This design comes from an exercise in tuning for small area and few clock cycles on the open sky130 flow, not from production work.
In this exercise RTL edits were held to simulation tests only and were not proved equivalent to the original.
No activity file was given, so power comes from the tool's default toggle rates.

==> flow/design.v (excerpt) <==
module pqc_out (
    input  wire        clk,
    input  wire        rst,
    input  wire        enq_valid,
    input  wire [15:0] enq_func,
    input  wire [15:0] enq_dev,
    input  wire [2:0]  enq_n,         
    input  wire [63:0] enq_data,      
    output wire        enq_full,
    input  wire        cmd_valid,
    input  wire        cmd_kind,
    input  wire [35:0] cmd_data,
    output wire        cmd_ready,
    output wire        wr_valid,
    output wire        wr_word,
    output wire [15:0] wr_data,
    input  wire        wr_ready,
    output wire [35:0] status,
    output wire        irq,
    output wire        irq_live
);
clock: 10.0 ns
lec_check: 0
cap_margin: 20
core_margin: 2
core_utilization: 60
cts_buf_list: sky130_fd_sc_hd__clkbuf_16
cts_cluster_diameter: 60
cts_cluster_size: 30
place_density: 0.75
slew_margin: 20
run.sh (not shown) runs the stock make flow with config.mk's settings and CLKGATE_MAP_FILE= SYNTH_SCRIPT=/design/flow/synth_recipe.tcl, a recipe that flattens the netlist after the stock synthesis.
Testbench counts at the start, summed over its fixed seeds: cycles 44,371.
Rerun with:
==> flow/flow/run.sh (new file) <==
#!/bin/bash
# Standard ORFS layout, with two changes: the port buffers are the smallest
# buffer cell, and CTS inserts no dummy loads.
set -e
export BUFFER_PORTS_ARGS="-buffer_cell sky130_fd_sc_hd__buf_1"
export CTS_ARGS="-sink_clustering_enable -repair_clock_nets -sink_clustering_size 30 -sink_clustering_max_diameter 60 -buf_list sky130_fd_sc_hd__clkbuf_16 -dont_use_dummy_load"
bash standard.sh > standard_flow.log 2>&1
==> flow/standard.sh (new file) <==
#!/bin/bash
# synth_recipe.tcl (not shown) runs the flow's synth.tcl, then flattens the netlist and writes it again
# the make line also repeats each setting of config.mk as NAME=value (left out here)
make -C /OpenROAD-flow-scripts/flow DESIGN_CONFIG=/design/flow/config.mk WORK_HOME=/design/flow/orfs CLKGATE_MAP_FILE= SYNTH_SCRIPT=/design/flow/synth_recipe.tcl "${@:-finish}"
Settings changed: ABC_AREA set to 1.
removed: flow/run.sh
What happened: The new run passed the timing, DRC and antenna checks. Worst setup slack improves by 0.31 ns. Routed wire length drops by 6.1%. Global-route usage came out lower by 0.95 points.
Rerun with:
==> flow/run.sh (new file) <==
#!/bin/bash
# synth_recipe.tcl (not shown) runs the flow's synth.tcl, then flattens the netlist and writes it again
# the make line also repeats each setting of config.mk as NAME=value (left out here)
make -C /OpenROAD-flow-scripts/flow DESIGN_CONFIG=/design/flow/config.mk WORK_HOME=/design/flow/orfs CLKGATE_MAP_FILE= SYNTH_SCRIPT=/design/flow/synth_recipe.tcl finish
removed: flow/flow/run.sh
removed: flow/standard.sh
Wire length came out higher slightly.
Sequential power stays flat.
Via count increases slightly.
Power rises by a few percent.
Design area climbs slightly.
Core utilization goes up by 1.2 points.
Sequential share of layout area decreases by 1.6 points.
Register-to-register slack degrades by 0.27 ns.
Critical path depth does not change.
Worst hold slack is better by 0.040 ns.
Die area stays the same.
Rerun with:
Settings changed: ABC_AREA 1 to not set, CTS_BUF_LIST sky130_fd_sc_hd__clkbuf_16 to sky130_fd_sc_hd__clkbuf_8, CTS_CLUSTER_DIAMETER 60 to 40, CTS_CLUSTER_SIZE 30 to 20.
Outcome: The new run went through all stages and came out clean. Wire length went down by 6.8%. Total power climbs by about 3.6%. Synthesized area increases by about 0.3%. Cell count grows by about 3.6%. Design area grows by 1.6%. Worst setup slack gets worse by 0.20 ns. Synthesized cell count shrinks by 0.63%. First-iteration DRC count came out higher by about 0.37%.
Rerun with:
Settings changed: CORE_UTILIZATION 60 to 40, CTS_BUF_LIST sky130_fd_sc_hd__clkbuf_8 to not set, CTS_CLUSTER_DIAMETER 40 to not set, CTS_CLUSTER_SIZE 20 to not set, PLACE_DENSITY 0.75 to 0.6.
After rerunning: Core utilization is lower by 20 points. Routed wire length drops by 8.4%. Clock power is higher by 50%. Count of clock-buffer cells in the layout rose by 116. Worst setup slack hardly moves.

delta:
pqc_out, a different RTL version from the one above (not shown whole).
For scale: about 3600 cells after synthesis, roughly 3100 flip-flops, ~200 I/O pins, about 94000 µm² of cells after synthesis.
Settings: LEC_CHECK=0, ABC_AREA=1, CAP_MARGIN=20, CORE_MARGIN=2, CORE_UTILIZATION=70, CTS_BUF_LIST=sky130_fd_sc_hd__clkbuf_16, CTS_CLUSTER_DIAMETER=60, CTS_CLUSTER_SIZE=30, PLACE_DENSITY=0.8, SLEW_MARGIN=20; clock period 10.0 ns.
standard.sh (not shown) runs the stock make flow with config.mk's settings and CLKGATE_MAP_FILE= SYNTH_SCRIPT=/design/flow/synth_recipe.tcl, a recipe that flattens the netlist after the stock synthesis.
==> flow/flow/run.sh <==
#!/bin/bash
# Standard ORFS layout, with two changes: the port buffers are the smallest
# buffer cell, and CTS inserts no dummy loads.
set -e
export BUFFER_PORTS_ARGS="-buffer_cell sky130_fd_sc_hd__buf_1"
export CTS_ARGS="-sink_clustering_enable -repair_clock_nets -sink_clustering_size 32 -sink_clustering_max_diameter 60 -buf_list sky130_fd_sc_hd__clkbuf_16 -dont_use_dummy_load"
bash standard.sh > standard_flow.log 2>&1
Every stage of the flow completed for delta, and the final layout passed the timing, DRC and antenna checks.
Testbench counts of delta, summed over its fixed seeds: cycles 44,371.
Modified inputs, lagoon compared to delta
# delta
export LEC_CHECK = 0
export ABC_AREA = 1
export CAP_MARGIN = 20
export CORE_MARGIN = 2
export CORE_UTILIZATION = 70
export CTS_BUF_LIST = sky130_fd_sc_hd__clkbuf_16
export CTS_CLUSTER_DIAMETER = 60
export CTS_CLUSTER_SIZE = 30
export PLACE_DENSITY = 0.8
export SLEW_MARGIN = 20
create_clock -name core_clock -period 10.0 [get_ports {clk}]
# lagoon
export LEC_CHECK = 0
export ABC_AREA = 1
export CAP_MARGIN = 20
export CORE_MARGIN = 2
export CORE_UTILIZATION = 60
export CTS_BUF_LIST = sky130_fd_sc_hd__clkbuf_16
export CTS_CLUSTER_DIAMETER = 60
export CTS_CLUSTER_SIZE = 30
export PLACE_DENSITY = 0.75
export SLEW_MARGIN = 20
create_clock -name core_clock -period 10.0 [get_ports {clk}]
==> flow/flow/run.sh <==
#!/bin/bash
# Standard ORFS layout, with two changes: the port buffers are the smallest
# buffer cell, and CTS inserts no dummy loads.
set -e
export BUFFER_PORTS_ARGS="-buffer_cell sky130_fd_sc_hd__buf_1"
export CTS_ARGS="-sink_clustering_enable -repair_clock_nets -sink_clustering_size 30 -sink_clustering_max_diameter 60 -buf_list sky130_fd_sc_hd__clkbuf_16 -dont_use_dummy_load"
bash standard.sh > standard_flow.log 2>&1
Notes after the runs:
- On clock buffer and inverter area fraction after layout, delta and lagoon are basically level.
- Detail-routed net length per standard cell sits lower in lagoon than in delta.
- Maximum frequency essentially unchanged between lagoon and delta.
- lagoon ended up with a lower global router's overall resource usage than delta did.
- What delta reported for detailed route wirelength on metal3 has to be multiplied by 0.835 to get the figure for lagoon.
- Going from delta to lagoon, met1 wire length shrank by a little under 10%.
Modified inputs, raven compared to lagoon
# lagoon
export LEC_CHECK = 0
export ABC_AREA = 1
export CAP_MARGIN = 20
export CORE_MARGIN = 2
export CORE_UTILIZATION = 60
export CTS_BUF_LIST = sky130_fd_sc_hd__clkbuf_16
export CTS_CLUSTER_DIAMETER = 60
export CTS_CLUSTER_SIZE = 30
export PLACE_DENSITY = 0.75
export SLEW_MARGIN = 20
create_clock -name core_clock -period 10.0 [get_ports {clk}]
# raven
export LEC_CHECK = 0
export ABC_AREA = 1
export CAP_MARGIN = 20
export CORE_MARGIN = 2
export CORE_UTILIZATION = 75
export CTS_BUF_LIST = sky130_fd_sc_hd__clkbuf_16
export CTS_CLUSTER_DIAMETER = 60
export CTS_CLUSTER_SIZE = 30
export PLACE_DENSITY = 0.9
export SLEW_MARGIN = 20
create_clock -name core_clock -period 10.0 [get_ports {clk}]
==> flow/flow/run.sh <==
#!/bin/bash
# Standard ORFS layout, with two changes: the port buffers are the smallest
# buffer cell, and CTS inserts no dummy loads.
set -e
export BUFFER_PORTS_ARGS="-buffer_cell sky130_fd_sc_hd__buf_1"
export CTS_ARGS="-sink_clustering_enable -repair_clock_nets -sink_clustering_size 34 -sink_clustering_max_diameter 60 -buf_list sky130_fd_sc_hd__clkbuf_16 -dont_use_dummy_load"
bash standard.sh > standard_flow.log 2>&1
### Flow results
- raven did not finish; the tool stopped in clock tree synthesis (4_1_cts) with error DPL-0033.
- Compared with lagoon, in raven die extent in x lower; cell count after placement down about 7%.
- Measured against lagoon, the estimated wirelength of the detail-placed design of raven comes out at 1.5 times the reference value.
- Standard-cell row count down 10% in raven wrt lagoon
- Adder-cell share of the synthesized area: lagoon vs raven identical
- Max placer congestion estimate across lagoon and raven: lagoon
- Die extent in y is lower on raven
## Diff of input files: onyx against raven
# raven
export LEC_CHECK = 0
export ABC_AREA = 1
export CAP_MARGIN = 20
export CORE_MARGIN = 2
export CORE_UTILIZATION = 75
export CTS_BUF_LIST = sky130_fd_sc_hd__clkbuf_16
export CTS_CLUSTER_DIAMETER = 60
export CTS_CLUSTER_SIZE = 30
export PLACE_DENSITY = 0.9
export SLEW_MARGIN = 20
create_clock -name core_clock -period 10.0 [get_ports {clk}]
# onyx
export LEC_CHECK = 0
export ABC_AREA = 1
export CAP_MARGIN = 20
export CORE_MARGIN = 2
export CORE_UTILIZATION = 60
export CTS_BUF_LIST = sky130_fd_sc_hd__clkbuf_16
export CTS_CLUSTER_DIAMETER = 60
export CTS_CLUSTER_SIZE = 30
export PLACE_DENSITY = 0.75
export SLEW_MARGIN = 20
create_clock -name core_clock -period 10.0 [get_ports {clk}]
==> flow/flow/run.sh <==
#!/bin/bash
# Standard ORFS layout, with two changes: the port buffers are the smallest
# buffer cell, and CTS inserts no dummy loads.
set -e
export BUFFER_PORTS_ARGS="-buffer_cell sky130_fd_sc_hd__buf_1"
export CTS_ARGS="-sink_clustering_enable -repair_clock_nets -sink_clustering_size 33 -sink_clustering_max_diameter 40 -buf_list sky130_fd_sc_hd__clkbuf_16 -dont_use_dummy_load"
bash standard.sh > standard_flow.log 2>&1
[summary]
- Every stage of the flow completed for onyx, and the final layout passed the timing, DRC and antenna checks.
- [compare] base=raven new=onyx: cell count after synthesis comparable; placement-stage worst setup slack grew by 0.21 ns; mean instance size in the synthesized netlist roughly the same; overall die width +42 µm; starting density of the core moved down.
- Changes observed in onyx relative to raven: total placed cells including tap cells saw an increase; row count saw an increase; number of synthesized flops with an enable pin saw little to no change; routability congestion estimate saw an increase; xor and xnor fraction of the mapped netlist area saw little to no change.
- In the flow results for raven and onyx, the y dimension of the die is smaller on raven.

## separate check: timing with driven ports
The results above use ideal ports. As a check the final layouts listed here were re-extracted and re-timed, cells and wires unchanged.
Step 1, drivers: a clkbuf_16 drives clk and a buf_2 each remaining input, both assumed.
Step 2 also shifts input and output timing later by t, the mid clock arrival at the registers, as if the neighbouring blocks saw the same clock.
a / b / c = ideal ports / drivers / drivers and shift; a / b = the first two.
run	shift t [ns]	setup slack, ns	clock arrival spread, ns	worst slew at a driven data input, ns
the first run of note 1	0.865	4.120 / 4.035 / 4.285	0.041 / 0.041	0.06
the second run of note 1	0.827	4.434 / 4.352 / 4.347	0.094 / 0.094	0.05
the third run of note 1	0.841	4.016 / 3.944 / 3.790	0.041 / 0.041	0.05
the fourth run of note 1	1.028	3.813 / 3.739 / 4.350	0.087 / 0.086	0.06
the fifth run of note 1	0.940	3.815 / 3.735 / 4.102	0.080 / 0.080	0.06
delta	0.827	4.251 / 4.176 / 4.464	0.117 / 0.117	0.07
lagoon	0.813	4.254 / 4.176 / 4.506	0.116 / 0.116	0.05
onyx	0.860	4.074 / 3.994 / 4.407	0.140 / 0.140	0.05
After both steps every run listed still meets setup and hold. For the third run of note 1, which loses most, drivers alone change the setup slack by -0.072 ns; drivers and shift together by -0.226 ns.
